From an optimization exercise on the open Yosys and OpenROAD flow, aimed at small area, a short achievable clock period and few clock cycles per item; shortcuts taken in it are not production practice.
Function was not checked in any run shown here: the RTL went through the layout flow alone.

## flow/design.v (module list and top-level ports; edited modules follow where they fit)
// module tone_sin_base: 140 lines
// module tone_sin_rom: 2059 lines
// module tone_exp_seg: 74 lines
// module tone_exp_rom: 267 lines
// module tone_engine: 106 lines
// module tone_addr: 38 lines
// module tone_sin: 324 lines
// module tone_mul: 377 lines
// module tone_nx: 464 lines
// module tone_oct: 558 lines
// module tone_div3: 114 lines
// module tone_exp: 619 lines
// module tone_clk: 1064 lines
// module tone_fa: 10 lines
// module tone_ha: 9 lines
module tone_engine (
    input  wire        clk,
    input  wire        rst,
    input  wire        in_valid,
    output wire        in_ready,
    input  wire [6:0]  in_note,
    input  wire [13:0] in_bend,
    input  wire [6:0]  in_mod,
    input  wire [12:0] in_phase,
    input  wire [23:0] in_clock_hz,
    output reg         out_valid,
    input  wire        out_ready,
    output reg  [17:0] out_period
);
  // ...
==> flow/flow/run.sh <==
#!/bin/bash
# Layout flow: the standard layout (standard.sh, unchanged synthesis and steps),
# except that the buffers buffer_ports puts on every input and output port are
# sky130_fd_sc_hd__buf_4 rather than the default clkdlybuf4s50_1 delay cell.
# The full make output goes to layout.log in the work folder; each ORFS step also
# keeps its own log under orfs/logs/.
set -euo pipefail
bash standard.sh BUFFER_PORTS_ARGS="-buffer_cell sky130_fd_sc_hd__buf_4" finish > layout.log 2>&1
==> flow/standard.sh <==
#!/bin/bash
# synth_recipe.tcl (not shown) runs the flow's synth.tcl, then flattens the netlist and writes it again
# the make line also repeats each setting of config.mk as NAME=value (left out here)
make -C /OpenROAD-flow-scripts/flow DESIGN_CONFIG=/design/flow/config.mk WORK_HOME=/design/flow/orfs CLKGATE_MAP_FILE= SYNTH_SCRIPT=/design/flow/synth_recipe.tcl "${@:-finish}"
==> flow/config.mk <==
export PLATFORM = sky130hd
export DESIGN_NAME = tone_engine
export DESIGN_NICKNAME = tone_engine
export VERILOG_FILES = /design/flow/design.v
export SDC_FILE = /design/flow/constraint.sdc
export NUM_CORES = 4
export LEC_CHECK = 0
export ABC_AREA = 1
export CAP_MARGIN = 20
export CORE_MARGIN = 2
export CORE_UTILIZATION = 55
export CTS_CLUSTER_DIAMETER = 100
export CTS_CLUSTER_SIZE = 30
export SLEW_MARGIN = 20
export SYNTH_HIERARCHICAL = 1
export SYNTH_MEMORY_MAX_BITS = 131072
export SYNTH_MINIMUM_KEEP_SIZE = 0
==> flow/constraint.sdc <==
create_clock -name core_clock -period 50.0 [get_ports {clk}]
set_input_delay 10.0000 -clock core_clock [delete_from_list [all_inputs] [get_ports {clk}]]
set_output_delay 10.0000 -clock core_clock [all_outputs]
set_load 0.01 [all_outputs]
==> flow_metrics.tcl, run 1 <==
set metrics [dict create \
    grt_pass1_vias 37500 \
    clock-root-buffer "clkbuf_16" \
    layout_common_cells "nand2_1, inv_1, fa_1" \
    rsz0062_at_grt "no" \
    buf_share_pct 2.17 \
    largest_register_ffs 26 \
    ff_latch_area_mm2 0.00789 \
    critPathKind "flip-flop to output port" \
    final_antenna_net_count 0 \
    place_ws_ps 38760 \
    core_area_mm2 0.0803 \
    setup_viol 0 \
    postCtsSetupRepairBufs 0 \
    ctsHoldBuffers 0 \
    clkCellAreaFrac_pct 1.71 \
    syn_area_mm2 0.0444 \
    holdWs_ps 419 \
    nNonClkBuffers 133 \
    rows 104 \
    outcome "finished clean" \
    slew_headroom_pct 30.7 \
    clk_pin_slew_ps 110 \
    crit_path_end_kind "output port" \
    async_flop_share_pct 0 \
    grt_pass1_wl_um 208000 \
    clock_skew_ps 31.4 \
    fin_crit_ps 11160 \
    synth_area_leaders "fa_1, edfxtp_1, nand2_1" \
    r2r-end "r2_w[18]$_DFFE_PN_" \
    fin_crit_sh_pct 22.3 \
    synth_edf_count 246 \
    max_stage_delay_ps 400 \
    cp_max_fo 1 \
    final_cells 6622 \
    reg2reg_depth 47 \
    synth_fp_nets 6637 \
    final_layout_size_suffix_gt1_share_pct 7.25 \
    crit_required_ps 40000 \
    crit_chain "buf_4" \
    arrival_ps 1160 \
]
==> run 2, diff against run 1 <==
--- a/flow/config.mk
+++ b/flow/config.mk
@@ -10,3 +10,3 @@
 export CORE_MARGIN = 2
-export CORE_UTILIZATION = 55
+export CORE_UTILIZATION = 70
 export CTS_CLUSTER_DIAMETER = 100
==> flow_metrics.tcl, run 2 <==
set metrics [dict create \
    synthAdderAreaFrac_pct 32.4 \
    yosysWarnings 11 \
    setup_viol 0 \
    grt_pass1_wl_um 209000 \
    critPathLaunchType "flip-flop" \
    path_delay_family "flip-flops" \
    synth_cell_types 64 \
    layout_common_cells "nand2_1, inv_1, fa_1" \
    drv_slew 0 \
    tritoncts "built" \
    gp_congestion 1.01 \
    clock_skew_ps 29.8 \
    grt_antenna_before_repair 0 \
    synth_compound_area_share_pct 9.39 \
    crit_path_end_kind "output port" \
    synth_top_area_cell "fa_1" \
    post_cts_resize_count 0 \
    synth_area_leaders "fa_1, edfxtp_1, nand2_1" \
    layout_commonest_cell "nand2_1" \
    core_area_mm2 0.0630 \
    area_growth_pct 2.70 \
    max_stage_delay_ps 420 \
    drt_iter0_drc 4213 \
    slowest_stage "edfxtp_1" \
    avgSynthCellArea_um2 7.81 \
    hpwl_um 96800 \
    largest_register_ffs 26 \
    ys_ff_latch 271 \
    fin_area_mm2 0.0456 \
    hold_viol_final 0 \
    synthCells 5689 \
    clk_pin_slew_ps 110 \
    cp_max_fo 1 \
    grt_usage_pct 39.4 \
    synthFlopType "edfxtp_1" \
    n_antenna_cell 0 \
    grt_pass1_vias 39800 \
    synth_edf_count 246 \
    via_count 39700 \
    drv_cap 0 \
    finalSetupTns_ps 0 \
    die-width_um 256 \
    clock-root-buffer "clkbuf_16" \
    drc 0 \
    worstHoldPathType "flip-flop to flip-flop" \
    clock_sinks 271 \
    final_cells 6401 \
    start_util_pct 70.6 \
    max_freq_mhz 89.6 \
    postCtsSetupRepairBufs 0 \
    final_antenna_net_count 0 \
    fin_crit_ps 11160 \
    rows 92 \
    critPathKind "flip-flop to output port" \
    tightest_slew_ps 1140 \
    fin_crit_sh_pct 22.3 \
    seq_area_frac_synth_pct 17.8 \
    vias_per_cell 6.20 \
    synth_top_family_by_area "adder cells" \
    rsz0062_at_grt "no" \
    placed_cells 6367 \
    ff2ff_setup_slack_ps 38930 \
    routedWlPerCell_um 20.3 \
    synth.most_common_cell "nand2_1" \
    top_register "r3_mp" \
    yosys.area_share.simple_pct 23.3 \
    die-area_mm2 0.0655 \
    dpl-instance-area_mm2 0.0449 \
    top_level_ports 89 \
    fin_nets 6490 \
    drt_pass1_iterations 13 \
    portBuffers 88 \
    crit_chain "buf_4" \
    grt_max_degree 115 \
    synth_top_cell_area_share_pct 20.3 \
    crit_required_ps 40000 \
    clk_latency_ps 580 \
    htree_levels 1 \
    syn_area_mm2 0.0444 \
    outcome "finished clean" \
    arrival_ps 1160 \
    fp.dieH_um 256 \
    ctsHoldBuffers 0 \
    synth_fp_nets 6637 \
    clk_path_buf_depth 3 \
    critPathBufInv 1 \
    slew_headroom_pct 23.8 \
    synth_mux_area_share_pct 0.346 \
    grt.overflow.total 0 \
    synthTopCellsByCount "nand2_1, inv_1, fa_1" \
    numCtsBuffers 19 \
    wl_um 130000 \
    async_flop_share_pct 0 \
    synth_xor_area_share_pct 6.72 \
    final_layout_size_suffix_gt1_share_pct 7.11 \
]
==> run 2: cell counts after synthesis <==
Identical to the previous run, type by type.
==> run 2: final cells by class <==
cell class                 instances  area [um^2]
timing repair buffer             130          976
sequential                       271         7890
inverter                         741         2790
multi-input combinational       4379        32200
clock inverter                    12          244
tap                              846         1060
fill                            4908        17300
clock buffer                      22          487
==> run 2: worst paths after layout <==
check	startpoint	to	cells past startpoint
hold reg to reg	r2_clkhz[11]$_DFFE_PN_	r3_clkhz[11]$_DFFE_PN_	0
hold / removal	r2_clkhz[11]$_DFFE_PN_	r3_clkhz[11]$_DFFE_PN_	0
setup / recovery	out_period[3]$_DFFE_PP_	out_period[3]	1
setup reg to reg	r1_phase[0]$_DFFE_PN_	r2_w[18]$_DFFE_PN_	49
==> run 2: cell families after synthesis <==
logic type	count (synthesis)
buffers and inverters	1039
multiplexers	13
adder cells (fa/ha/maj)	879
flip-flops	271
AO/OA/AOI/OAI	711
XOR/XNOR	339
AND/OR/NAND/NOR	2437
==> run 2: layer usage <==
metal | wire (um) | track usage (%)
met1 | 48900 | 51.0
met2 | 60500 | 64.8
met4 | 6850 | 17.4
met3 | 13600 | 7.31
met5 | 0 | 0
==> run 2: stage by stage <==
step           util (%)  setup WS (ps)  hold slack [ps]
2_1_floorplan         -          39180              400
3_3_place_gp       71.3          38840              401
3_5_place_dp       71.3          38760              405
4_1_cts            72.5          38830              426
5_1_grt            72.5          38300              433
6_report           72.5          38840              425
==> run 2: Yosys stat by module, one instance, submodules excluded <==
module	flops+latches	cells inside	times used
tone_sin_base	0	790	1
tone_oct	0	239	1
tone_exp_seg	0	321	1
tone_engine	271	362	1
tone_addr	0	61	1
tone_sin	0	181	1
tone_fa	0	1	399
tone_div3	0	332	1
tone_clk	0	1048	1
tone_nx	0	297	1
tone_exp	0	331	1
tone_mul	0	334	1
tone_ha	0	1	99
tone_exp_rom	0	527	1
tone_sin_rom	0	368	1

-- what the ideal ports hide --
In the flow no input, the clock included, has a driving cell. The finished layouts below were timed again as built, in two steps.
Step 1 sets driving cells, clkbuf_16 on the clock port and buf_2 on the other inputs (assumed; they add their load-dependent delay and slew).
Step 2 adds t to the input delays and takes it off the output delays; t is the mean of the earliest and latest rising clock arrival at the registers after step 1. Input paths then give back, and output paths get back, about the clock's delay inside the block.
Slacks: ideal ports / drivers / drivers and shift; pairs: ideal ports / drivers.
run	t (ns)	setup WS [ns]	clock arrival spread, ns	worst slew at a driven data input, ns
run 1	0.653	38.845 / 38.775 / 38.764	0.037 / 0.036	0.06
run 2	0.632	38.838 / 38.771 / 38.742	0.038 / 0.038	0.05
After both steps setup and hold are still met in every run listed. For run 2, which loses most, drivers alone change the setup slack by -0.067 ns; drivers and shift together by -0.096 ns.
